This design comes from an exercise in tuning for small area on the open sky130 flow, not from production work. In this exercise RTL edits were held to simulation tests only and were not proved equivalent to the original. Power and IR drop assume default switching activity.

Design sdb_pulse_block, start of the top module:
module sdb_pulse_block (
    input  wire        clk,
    input  wire        rst,
    input  wire        cmd_valid,
    input  wire [63:0] cmd,
    output wire [31:0] status,
    output wire [31:0] result,
    output wire [31:0] fault,
    output wire        bus_valid,
    output wire [1:0]  bus_op,
    output wire [15:0] bus_addr,
    output wire [7:0]  bus_wdata,
    input  wire        bus_done,
    input  wire        bus_err,
    input  wire [7:0]  bus_rdata,
    output wire        dly_valid,
    output wire [31:0] dly_ms,
    input  wire        dly_done,
    output wire [39:0] duty,
    output wire [3:0]  brake
);
    localparam [3:0] C_ENCODE = 4'h1, C_SET_OFFSET = 4'h2, C_GET_OFFSET = 4'h3,
                     C_CLEAR = 4'h4, C_PERSIST = 4'h5, C_RESTORE = 4'h6,
                     C_USER_READ = 4'h7, C_USER_WRITE = 4'h8, C_SET_ANGLE = 4'h9,
                     C_ZERO = 4'hA, C_STEER = 4'hB, C_SPIN = 4'hC, C_MOVE = 4'hD,
                     C_MOVE_TIMED = 4'hE, C_STOP = 4'hF, C_DRIVE = 4'h0;
    localparam [3:0] S_CINIT = 4'b0000, S_CALC  = 4'b0001, S_RD    = 4'b0010, S_WR    = 4'b0011,
                     S_CLEAR = 4'b0100, S_D_APP = 4'b0101, S_FIN   = 4'b0110, S_TWAIT = 4'b0111,
                     S_BUP   = 4'b1000, S_MR_A  = 4'b1001, S_MR_D  = 4'b1010, S_MW    = 4'b1011,
                     S_SV_LO = 4'b1100, S_SV_HI = 4'b1101, S_MR_W  = 4'b1110, S_MW_W  = 4'b1111;
    reg        busy, flt, rdy;
    reg [1:0]  tier, last;
    reg [3:0]  brk;
    reg [17:0] res;
    reg [9:0]  valL, valR;
    reg        hdL, hdR;
    reg [3:0]  op;
    reg        dir;
    reg [15:0] X;           
    reg [11:0] L;           
    wire [1:0] sel = L[9:8];
    reg [6:0]  ic;          
    reg [3:0]  state;
    reg [17:0] Q;           
    reg [6:0]  r;           
    reg [3:0]  pos;
    reg        clr;
    reg [7:0]  ring [0:15];
    wire [4:0] c_op  = cmd[63:59];
    wire [1:0] c_sel = cmd[58:57];
    wire       c_dir = cmd[56];
    wire z58  = (cmd[58:56] == 3'd0);
    wire z57  = (cmd[58:57] == 2'd0);
    wire s3   = (cmd[58:57] == 2'd3);
    wire zhi  = (cmd[55:48] == 8'd0);
    wire zA   = (cmd[47:32] == 16'd0);
    wire zB   = (cmd[31:16] == 16'd0);
    wire zH   = (cmd[15:8] == 8'd0);
    wire zV   = (cmd[7:0] == 8'd0);
    reg legal;
    always @(*) begin
        case (c_op)
            5'h01, 5'h02, 5'h08: legal = z58 & zB & zH;
  ...
Size: roughly 1400 cells after synthesis, ~250 flip-flops, ~280 I/O pins, ~12000 sq um of cells after synthesis.
clock: 50.0 ns
lec_check: 0
abc_area: 1
cap_margin: 20
core_margin: 2
core_utilization: 40
cts_buf_list: sky130_fd_sc_hd__clkbuf_8
cts_cluster_diameter: 60
cts_cluster_size: 20
slew_margin: 20
standard.sh (not shown) runs the stock make flow with config.mk's settings and CLKGATE_MAP_FILE= SYNTH_SCRIPT=/design/flow/synth_recipe.tcl, a recipe that flattens the netlist after the stock synthesis.
==> flow/flow/run.sh <==
#!/bin/bash
# Own layout flow: the standard flow (standard.sh), with one change in synthesis:
# the technology-mapping ABC call uses flow/area.abc (deeper AIG optimisation and
# area-oriented mapping) instead of ORFS's abc script. Everything else, including
# every register and its cell type, is exactly the standard synthesis.
# Clock tree synthesis runs without dummy loads.
set -euo pipefail
W=$(pwd)
F="$W/flow"
{
  head -n 1 "$W/synth_recipe.tcl"
  cat <<TCL
proc abc {args} {
  set i [lsearch -exact \$args -script]
  if {\$i >= 0} { set args [lreplace \$args [expr {\$i + 1}] [expr {\$i + 1}] $F/area.abc] }
  yosys abc {*}\$args
}
TCL
  tail -n +2 "$W/synth_recipe.tcl"
} > "$W/own_synth.tcl"
bash "$W/standard.sh" "SYNTH_SCRIPT=$W/own_synth.tcl" \
  "CTS_ARGS=-sink_clustering_enable -repair_clock_nets -buf_list sky130_fd_sc_hd__clkbuf_8 -sink_clustering_size 20 -sink_clustering_max_diameter 60 -dont_use_dummy_load" \
  finish > "$W/standard_flow.log" 2>&1
==> flow/flow/area.abc <==
strash
ifraig
dc2
&get -n
&deepsyn -T 60
&put
dch -f
amap -m
topo
==> next run, changes <==
--- a/flow/design.v
+++ b/flow/design.v
@@ -32,17 +32,17 @@
     reg [1:0]  tier, last;
     reg [3:0]  brk;
     reg [17:0] res;
     reg [9:0]  valL, valR;
     reg        hdL, hdR;
     reg [3:0]  op;
     reg        dir;
+    reg [1:0]  sel;
     reg [15:0] X;           
-    reg [11:0] L;           
-    wire [1:0] sel = L[9:8];
+    reg [15:0] L;           
     reg [6:0]  ic;          
     reg [3:0]  state;
     reg [17:0] Q;           
     reg [6:0]  r;           
     reg [3:0]  pos;
     reg        clr;
     reg [7:0]  ring [0:15];
@@ -72,15 +72,14 @@
             default:             legal = 1'b0;
         endcase
         legal = legal & zhi;
     end
     wire [15:0] cA = cmd[47:32];
     wire [3:0]  cA_ch = cA[15] ? 4'd0 : (|cA[14:4]) ? 4'd15 : cA[3:0];
     wire        c_chop = (c_op == 5'h02) | (c_op == 5'h03) | (c_op == 5'h09);
-    wire        c_zd    = (c_op == 5'h0A) | (c_op == 5'h10);
     wire        c_servo = (c_op == 5'h09) | (c_op == 5'h0A) | (c_op == 5'h0B) | (c_op == 5'h0C);
     wire o_enc   = (op == C_ENCODE);
     wire o_setof = (op == C_SET_OFFSET);
     wire o_get   = (op == C_GET_OFFSET);
     wire o_pers  = (op == C_PERSIST);
     wire o_rest  = (op == C_RESTORE);
     wire o_user  = (op == C_USER_READ) | (op == C_USER_WRITE);
@@ -190,15 +189,15 @@
             S_MW:    begin badr = mem_addr; bwd = L[7:0]; end
             default: ;
         endcase
     end
     wire bv = state[3] & ~(state[2] & state[1]);
     wire [1:0] bop = state[2] ? 2'd0 : state[1:0];
     wire dv = state[2] & state[1] & (state[3] | state[0]);
-    wire [31:0] dms = state[3] ? 32'd5 : {Q[15:0], brk, L};    
+    wire [31:0] dms = state[3] ? 32'd5 : {Q[15:0], L};
     assign bus_valid = busy & bv;
     assign bus_op    = bus_valid ? bop  : 2'd0;
     assign bus_addr  = bus_valid ? badr : 16'd0;
     assign bus_wdata = bus_valid ? bwd  : 8'd0;
     assign dly_valid = busy & dv;
     assign dly_ms    = dly_valid ? dms : 32'd0;
     wire [1:0] fkind = (bop == 2'd0) ? 2'd1 : (bop == 2'd3) ? 2'd3 : 2'd2;
@@ -211,15 +210,14 @@
     wire wen = busy & (state == S_WR) & at_tgt;
     wire [7:0] ring_in = wen ? L[7:0] : hl;
     integer i;
     always @(posedge clk) begin
         for (i = 0; i < 15; i = i + 1) ring[i] <= ring[i + 1];
         ring[15] <= ring_in;
     end
-    always @(posedge clk) r <= (state == S_CINIT) ? r_init : rn;
     always @(posedge clk) begin
         if (rst) begin
             pos <= 4'd0;
             clr <= 1'b1;
         end else begin
             pos <= pos + 4'd1;
             if (busy & (state == S_CLEAR) & at15) clr <= 1'b1;
@@ -252,20 +250,20 @@
                 if (flt) begin
                     res <= 18'd0; last <= 2'd3;
                 end else if (!legal) begin
                     res <= 18'd0; last <= 2'd1;
                 end else if (c_op == 5'h0F) begin
                     brk <= {4{c_dir}}; res <= 18'd0; last <= 2'd0;
                 end else begin
-                    if (c_op == 5'h0E) brk <= cmd[15:12];
                     busy <= 1'b1;
                     op   <= c_op[3:0];
                     dir  <= c_dir;
+                    sel  <= c_sel;
                     X    <= (c_op == 5'h09) ? cmd[31:16] : cA;
-                    L    <= {cmd[11:10], cmd[9:8] | (c_zd ? c_sel : 2'd0), cmd[7:0]} | {c_chop ? cA_ch : 4'd0, 8'd0};
+                    L    <= {cmd[15:12], cmd[11:8] | (c_chop ? cA_ch : 4'd0), cmd[7:0]};
                     Q[15:0] <= cmd[31:16];
                     ic   <= {5'd0, {2{c_servo & ~rdy}}};
                     case (c_op)
                         5'h01, 5'h0D, 5'h10: state <= S_CINIT;
                         5'h02:               state <= S_WR;
                         5'h03, 5'h05:        state <= S_RD;
                         5'h04:               state <= S_CLEAR;
@@ -276,18 +274,20 @@
                     endcase
                 end
             end
         end else begin
             case (state)
                 S_CINIT: begin
                     Q <= q_init;
+                    r <= r_init;
                     if (aligned) state <= S_CALC;
                 end
                 S_CALC: begin
                     Q <= q_step;
+                    r <= rn;
                     if (aligned) state <= md_e ? S_FIN : md_d ? S_D_APP : S_SV_LO;
                 end
                 S_FIN: finish(o_enc ? Q : {{10{L[7]}}, L[7:0]});
                 S_RD: if (at_tgt) begin
                     L[7:0] <= hl;
                     state <= o_get ? S_FIN : o_pers ? S_MW : S_CINIT;
                 end
What happened: Core utilization went down by 0.74 points. Power went down by 11%. Cell area went up by 0.95%. Non-clock buffer count went down by 1. Synthesized cell count stays flat. Synthesized area went up by 1.2%. Wire length went up by about 0.3%. Final cell count hardly moves. Worst setup slack gets better by 0.021 ns. Global-route usage went down by 0.29 points. Clock-buffer cell count went up by 1. Die area went up by 1.2%. Via count went up by 0.76%.

port drivers added, routing unchanged:
How much do the figures lean on ideal ports? The routed layouts below were timed once more, with nothing changed but the port constraints.
Step 1: set_driving_cell puts a clkbuf_16 on clk and a buf_2 on each other input, an assumption about the parent block.
Step 2, shift: input delay + t, output delay - t, t = (earliest + latest rising clock arrival at the registers) / 2. This alone moves slack from input paths to output paths.
a / b / c = no drivers / after step 1 / after step 2; a / b = the first two.
run	t, ns	setup WS [ns]	worst hold slack (ns)	slew at the worst register clock pin (ns)
the first run	0.564	35.314 / 35.273 / 35.090	0.331 / 0.331 / 0.331	0.11 / 0.11
the second run	0.585	35.335 / 35.287 / 34.944	0.311 / 0.311 / 0.311	0.11 / 0.11
After both steps every run listed still meets setup and hold. The setup slack of the second run, which loses most, moves by -0.048 ns with the drivers and by -0.391 ns with both steps.
